This design comes from an exercise in tuning for small area, a short achievable clock period and few clock cycles per item on the open sky130 flow, not from production work.
At most, simulation tests tie the RTL to the original design; equivalence was not proved.
Power figures rest on the tool's default switching activity, not on a simulated workload.

run G:
// sio_core
module sio_core (
    input  wire        clk,
    input  wire        rst,
    input  wire        req_valid,
    output wire        req_ready,
    input  wire        req_evt,
    input  wire [63:0] req_data,
    input  wire        din_valid,
    output wire        din_ready,
    input  wire [7:0]  din,
    output reg         dout_valid,
    output reg  [7:0]  dout,
    output wire        rsp_valid,
    output wire [31:0] rsp,
    output reg         adp_valid,
    output reg  [15:0] adp,
    output wire        mat_req,
    output wire [7:0]  mat_len,
    input  wire [7:0]  mat_addr,
    output wire [7:0]  mat_data,
    input  wire        mat_ack,
    input  wire [31:0] mat_res
);
    localparam K    = 5;
    localparam CAP  = 1 << K;
    localparam [K-1:0] USABLE = CAP - 1;
    localparam [7:0] OP_OCCUPIED = 8'h01, OP_CAPUSE  = 8'h02, OP_ISFULL = 8'h03,
                     OP_PUSH     = 8'h04, OP_PEEK    = 8'h05, OP_POP    = 8'h06,
                     OP_WRITE    = 8'h10, OP_READ    = 8'h11,
                     OP_ENTX     = 8'h12, OP_DISTX   = 8'h13,
                     OP_ENRX     = 8'h14, OP_DISRX   = 8'h15,
                     OP_STATUS   = 8'h16, OP_FIND    = 8'h20;
    localparam [1:0] ST_IDLE = 2'd0, ST_TX = 2'd1, ST_RX = 2'd2, ST_ERR = 2'd3;
    localparam [4:0] CV_OVERFLOW = 5'd3, CV_UNDERFLOW = 5'd4, CV_STATE = 5'd5,
                     CV_MATCHER  = 5'd6, CV_ILLEGAL   = 5'd7;
    localparam [15:0] ADP_TX_ABORT = 16'h0002, ADP_RX_ONE = 16'h0003,
                      ADP_RX_ABORT = 16'h0004;
    localparam [1:0] P_ISSUE = 2'd0,    
                     P_KICK  = 2'd2,    
                     P_ADP2  = 2'd3;    
    localparam FD = 16;
    localparam FW = 4;
    localparam P = K + 1;               
  ...
Size in the first run: roughly 3,500 cells after synthesis, roughly 200 I/O pins.
make LEC_CHECK=0 ABC_CLOCK_PERIOD_IN_PS=6000 CAP_MARGIN=20 CORE_MARGIN=2 CORE_UTILIZATION=40 SETUP_SLACK_MARGIN=3 SLEW_MARGIN=20 finish   # period 10.0 ns
run.sh (not shown) runs the stock make flow with config.mk's settings and CLKGATE_MAP_FILE= SYNTH_SCRIPT=/design/flow/synth_recipe.tcl, a recipe that flattens the netlist after the stock synthesis.
Run G: done, clean on timing, DRC and antenna
Testbench counts of run G, summed over its fixed seeds: cycles 5,908, txns 3,200.
What run Z does differently from run G at the input level:
- SETUP_SLACK_MARGIN removed (was 3)
- ABC_CLOCK_PERIOD_IN_PS removed (was 6000)
## What came out
- In the tables for run Z and run G, global-route track usage on met1 reads higher with run G.
- Of run Z and run G, the lower non-clock buffer total of the final layout belongs to run Z.
- Summary of run Z over run G: post-route cell area fell 1600 um2, internal cell power has decreased, total power of the final layout shows a reduction of about 1.3%.

* * *

## cedar
Another version of the RTL of sio_core (not shown whole).
Size in the first run: roughly 3,300 cells after synthesis, roughly 860 flip-flops, ~200 I/O pins, roughly 46,000 um^2 of cells after synthesis.
// sio_core
module sio_core (
    input  wire        clk,
    input  wire        rst,
    input  wire        req_valid,
    output wire        req_ready,
    input  wire        req_evt,
    input  wire [63:0] req_data,
    input  wire        din_valid,
    output wire        din_ready,
    input  wire [7:0]  din,
    output reg         dout_valid,
    output reg  [7:0]  dout,
    output wire        rsp_valid,
    output wire [31:0] rsp,
    output reg         adp_valid,
    output reg  [15:0] adp,
    output wire        mat_req,
    output wire [7:0]  mat_len,
    input  wire [7:0]  mat_addr,
    output wire [7:0]  mat_data,
    input  wire        mat_ack,
    input  wire [31:0] mat_res
);
==> flow/config.mk <==
export PLATFORM = sky130hd
export DESIGN_NAME = sio_core
export DESIGN_NICKNAME = sio_core
export VERILOG_FILES = /design/flow/design.v
export SDC_FILE = /design/flow/constraint.sdc
export NUM_CORES = 4
export LEC_CHECK = 0
export ABC_CLOCK_PERIOD_IN_PS = 6000
export CAP_MARGIN = 20
export CORE_MARGIN = 2
export CORE_UTILIZATION = 40
export SETUP_SLACK_MARGIN = 4
export SLEW_MARGIN = 20
==> flow/constraint.sdc <==
create_clock -name core_clock -period 10.0 [get_ports {clk}]
set_input_delay 2.0000 -clock core_clock [delete_from_list [all_inputs] [get_ports {clk}]]
set_output_delay 2.0000 -clock core_clock [all_outputs]
set_load 0.01 [all_outputs]
What pine does differently from cedar at the input level:
- swapping 6000 for 4000 in ABC_CLOCK_PERIOD_IN_PS
- swapping 4 for 5 in SETUP_SLACK_MARGIN
[summary]
Net switching power was lower in the run labelled cedar. pine vs. cedar: clock period minus final worst setup slack has decreased, worst-case headroom to the max-slew limit shows a reduction of 1.7 points, via count went up, via count of the first global-routing pass grew by 1.8%. The number of logic stages on the critical path including buffering of pine is higher than that of cedar. pine: register-to-register setup slack is 0.11 ns higher than what cedar reported. Between cedar and pine, the adder and majority gate portion of the synthesized area does not differ in any meaningful way. [compare] base=cedar new=pine: final hold slack rose 0.0048 ns, net count reported at finish rose about 1.8%, final worst slack rose 0.11 ns.
Function was not checked in any run of this note: the RTL went through the layout flow alone.

* * *

== build 81 ==
sio_core, a different RTL version from the one above (not shown whole).
Size in the first run: roughly 3400 cells after synthesis, roughly 830 flip-flops, roughly 200 I/O pins.
clock: 10.0 ns
lec_check: 0
abc_clock_period_in_ps: 6000
cap_margin: 20
core_margin: 2
core_utilization: 60
cts_cluster_diameter: 100
cts_cluster_size: 24
setup_slack_margin: 4
slew_margin: 20
standard.sh (not shown) runs the stock make flow with config.mk's settings and CLKGATE_MAP_FILE= SYNTH_SCRIPT=/design/flow/synth_recipe.tcl, a recipe that flattens the netlist after the stock synthesis.
==> flow/flow/run.sh <==
#!/bin/bash
# Own layout flow: the standard layout (standard.sh, unchanged synthesis,
# floorplan, power grid, placement, CTS and routing), except that the port
# buffers that global placement inserts on every input and output are
# sky130_fd_sc_hd__buf_2 cells instead of the buffer OpenROAD picks by itself
# (a slow clkdlybuf4s50 delay cell). Every port still gets its buffer.
set -euo pipefail
export BUFFER_PORTS_ARGS="-buffer_cell sky130_fd_sc_hd__buf_2"
bash standard.sh > standard_flow.log 2>&1
Build 81 finished end to end and its layout was clean on timing, DRC and antenna.
Testbench counts of build 81, summed over its fixed seeds: cycles 5,525, txns 3,200.
> inputs changed (build 81 -> build 6)
-- flow/config.mk --
<<< build 81, line 7
export LEC_CHECK = 0
export ABC_CLOCK_PERIOD_IN_PS = 6000
export CAP_MARGIN = 20
export CORE_MARGIN = 2
export CORE_UTILIZATION = 60
export CTS_CLUSTER_DIAMETER = 100
>>> build 6, line 7
export LEC_CHECK = 0
export ABC_AREA = 1
export CAP_MARGIN = 20
export CORE_MARGIN = 2
export CORE_UTILIZATION = 65
export CTS_CLUSTER_DIAMETER = 100
### Flow results
- In the flow results for build 6 and build 81, the fraction of final layout cells sized beyond drive strength 1 is smaller on build 6.
- Of the two values seen for critical path endpoint, mat_data[1] was produced by build 6 and dout[6] by build 81.
- As far as final routed DRC violation total is concerned, build 6 and build 81 perform about the same.
- Of build 6 and build 81, build 81 shows the lower first-pass GRT wire length, with build 6 above it.
- Between build 81 and build 6, non-clock buffer count decreased.
Modified inputs, build 53 compared to build 6
==> flow/config.mk <==
export PLATFORM = sky130hd
export DESIGN_NAME = sio_core
export DESIGN_NICKNAME = sio_core
export VERILOG_FILES = /design/flow/design.v
export SDC_FILE = /design/flow/constraint.sdc
export NUM_CORES = 4
export LEC_CHECK = 0
export ABC_CLOCK_PERIOD_IN_PS = 6000
export CAP_MARGIN = 20
export CORE_MARGIN = 2
export CORE_UTILIZATION = 60
export CTS_CLUSTER_DIAMETER = 100
export CTS_CLUSTER_SIZE = 24
export PLACE_DENSITY = 0.7
export SETUP_SLACK_MARGIN = 4
export SLEW_MARGIN = 20
export TNS_END_PERCENT = 20
==> comparison <==
- When build 53 is set beside build 6, its area fraction in compound gates after synthesis turns out to be 7.7 points smaller.
- NOTE: final standard cell area without fillers in build 53 exceeds that of build 6
- The die used by build 53 is larger than the one used by build 6.
- Max-slew headroom at the worst pin improves in build 53 relative to build 6.
- Sort build 53 and build 6 by area added between synthesis and finish desc -> top: build 53
- When build 53 is measured against build 6, its worst hold slack turns out 0.062 ns higher.
- As far as number of buffers added on ports goes, build 53 and build 6 are indistinguishable; the numbers are identical.
Input changes introduced in build 7 (baseline for comparison: build 53):
-- flow/config.mk --
<<< build 53, line 7
export LEC_CHECK = 0
export ABC_CLOCK_PERIOD_IN_PS = 6000
export CAP_MARGIN = 20
>>> build 7, line 7
export LEC_CHECK = 0
export ABC_AREA = 1
export CAP_MARGIN = 20
<<< build 53, line 13
export CTS_CLUSTER_SIZE = 24
export PLACE_DENSITY = 0.7
export SETUP_SLACK_MARGIN = 4
export SLEW_MARGIN = 20
export TNS_END_PERCENT = 20
>>> build 7, line 13
export CTS_CLUSTER_SIZE = 24
export SETUP_SLACK_MARGIN = 5
export SLEW_MARGIN = 20
### Flow results
Changes observed in build 7 relative to build 53: power shows an increase of 35%; count of placed standard cells including taps shows an increase of 36%; minimum period implied by the final worst setup slack shows a reduction of 0.37 ns; part of the power in combinational logic shows an increase of 18 points. Delta (build 7 minus build 53): area growth from synthesis to layout +2.7 points; number of cells on the worst reg-to-reg path moved up. Wire length of build 7 exceeds that of build 53 by more than 10%. Taking build 53 as the reference point, the mux contribution to synthesized area of build 7 falls by 17 points. Going from build 53 to build 7, maximum frequency +about 5.5%; global-route usage over all layers +2.8 points; final cell utilization of the core +1.4 points.

* * *

## onyx
sio_core again, from the RTL that the note above started with.
clock: 10.0 ns
lec_check: 0
abc_area: 1
cap_margin: 20
core_margin: 2
core_utilization: 60
cts_cluster_diameter: 100
cts_cluster_size: 24
setup_slack_margin: 4
slew_margin: 20
Scripts as last shown in full above: flow/flow/run.sh
Testbench counts of onyx, summed over its fixed seeds: cycles 5,525, txns 3,200.
For harbor, these inputs were changed with respect to onyx:
- a deleted ABC_AREA that had been 1
- an added ABC_CLOCK_PERIOD_IN_PS of 6000
- a deleted CTS_CLUSTER_DIAMETER that had been 100
- a deleted CTS_CLUSTER_SIZE that had been 24
==> flow/run.sh (new file) <==
#!/bin/bash
# synth_recipe.tcl (not shown) runs the flow's synth.tcl, then flattens the netlist and writes it again
# the make line also repeats each setting of config.mk as NAME=value (left out here)
make -C /OpenROAD-flow-scripts/flow DESIGN_CONFIG=/design/flow/config.mk WORK_HOME=/design/flow/orfs CLKGATE_MAP_FILE= SYNTH_SCRIPT=/design/flow/synth_recipe.tcl finish
removed: flow/flow/run.sh
removed: flow/standard.sh
### Flow results
harbor: global-route wire length before repair is 5.8% lower than what onyx reported.
met1 track demand over resource in harbor is 3.8 points below onyx.
Measured against each other, onyx and harbor differ in area of the core, the lower figure coming from harbor.
Taking onyx as the reference, in harbor post-synthesis share of cell area spent on xor and xnor gates +1.1 points; via count has decreased.
combinational logic as the top contributor to total power was reported by onyx, and registers by harbor.
Relative to onyx, total power draw has decreased by 7.9% in harbor.
Sort onyx and harbor by power density over the cells, ascending, and harbor comes first.
Relative to harbor, the following input files were edited for amber:
- ABC_AREA now 1, previously not set
- ABC_CLOCK_PERIOD_IN_PS no longer set, was 6000
Findings:
- Compound-gate portion of the synthesized area in amber vs harbor: up 7.7 points
- From harbor to amber the numbers moved as follows: initial antenna violation count picked up an extra 5; worst slack on hold paths decreased 0.060 ns.
The following lists how yarrow was set up differently from amber:
- setting CTS_CLUSTER_SIZE to 24 for the first time
- changing SETUP_SLACK_MARGIN from 4 to 3.5
- setting CTS_CLUSTER_DIAMETER to 100 for the first time
==> flow/flow/run.sh (new file) <==
#!/bin/bash
# Own layout flow: the standard layout (standard.sh, unchanged synthesis,
# floorplan, power grid, placement, CTS and routing), except that the port
# buffers that global placement inserts on every input and output are
# sky130_fd_sc_hd__buf_2 cells instead of the buffer OpenROAD picks by itself
# (a slow clkdlybuf4s50 delay cell). Every port still gets its buffer.
set -euo pipefail
export BUFFER_PORTS_ARGS="-buffer_cell sky130_fd_sc_hd__buf_2"
bash standard.sh > standard_flow.log 2>&1
==> flow/standard.sh (new file) <==
#!/bin/bash
# synth_recipe.tcl (not shown) runs the flow's synth.tcl, then flattens the netlist and writes it again
# the make line also repeats each setting of config.mk as NAME=value (left out here)
make -C /OpenROAD-flow-scripts/flow DESIGN_CONFIG=/design/flow/config.mk WORK_HOME=/design/flow/orfs CLKGATE_MAP_FILE= SYNTH_SCRIPT=/design/flow/synth_recipe.tcl "${@:-finish}"
removed: flow/run.sh
### Flow results
yarrow -> amber: timing-limited maximum frequency flat. NOTE final-layout fill cell count amber->yarrow increased by a little under 10%. Between amber and yarrow, met2 global-route usage is lower for yarrow, amber comes in above that. Flip-flop and latch count: amber vs yarrow identical. Of amber and yarrow, amber shows the higher post-detailed-placement cell area, with yarrow below it. Comparing amber and yarrow, the lower global-route wire length before repair was measured on yarrow. The power number comes out higher for amber vs yarrow.

re-timing with driven ports:
The results above use ideal ports. As a check the final layouts listed here were re-extracted and re-timed, cells and wires unchanged.
Step 1 assumes that a clkbuf_16 drives the clock port and a buf_2 every other input.
Step 2 times the ports against the registers' clock, not the clock port: input delays grow and output delays shrink by t, the midpoint of the rising clock arrivals with the driver on.
a / b / c = ideal ports / drivers / drivers and shift; a / b = the first two.
run	shift t [ns]	setup WS [ns]	worst hold slack (ns)	latest minus earliest clock arrival (ns)
run G	0.750	3.047 / 2.989 / 2.569	0.464 / 0.464 / 0.464	0.041 / 0.041
run Z	0.752	1.139 / 1.063 / 1.369	0.459 / 0.459 / 0.459	0.043 / 0.042
cedar	0.750	3.227 / 3.180 / 3.180	0.477 / 0.477 / 0.477	0.045 / 0.045
pine	0.750	3.337 / 3.293 / 3.293	0.482 / 0.482 / 0.482	0.066 / 0.066
build 81	0.682	3.201 / 3.167 / 3.167	0.511 / 0.511 / 0.511	0.049 / 0.050
build 6	0.686	3.268 / 3.248 / 3.248	0.449 / 0.449 / 0.449	0.036 / 0.036
build 53	0.690	3.000 / 2.965 / 2.965	0.511 / 0.511 / 0.511	0.042 / 0.042
build 7	0.697	3.366 / 3.335 / 3.335	0.464 / 0.464 / 0.464	0.038 / 0.038
onyx	0.691	3.265 / 3.234 / 3.234	0.458 / 0.458 / 0.458	0.054 / 0.054
harbor	0.712	3.050 / 3.018 / 3.018	0.511 / 0.511 / 0.511	0.038 / 0.037
amber	0.706	3.339 / 3.303 / 3.307	0.451 / 0.451 / 0.451	0.049 / 0.049
yarrow	0.689	3.340 / 3.306 / 3.275	0.460 / 0.460 / 0.460	0.041 / 0.042
After both steps setup and hold are still met in every run listed. For run G, which loses most, drivers alone change the setup slack by -0.058 ns; drivers and shift together by -0.478 ns.
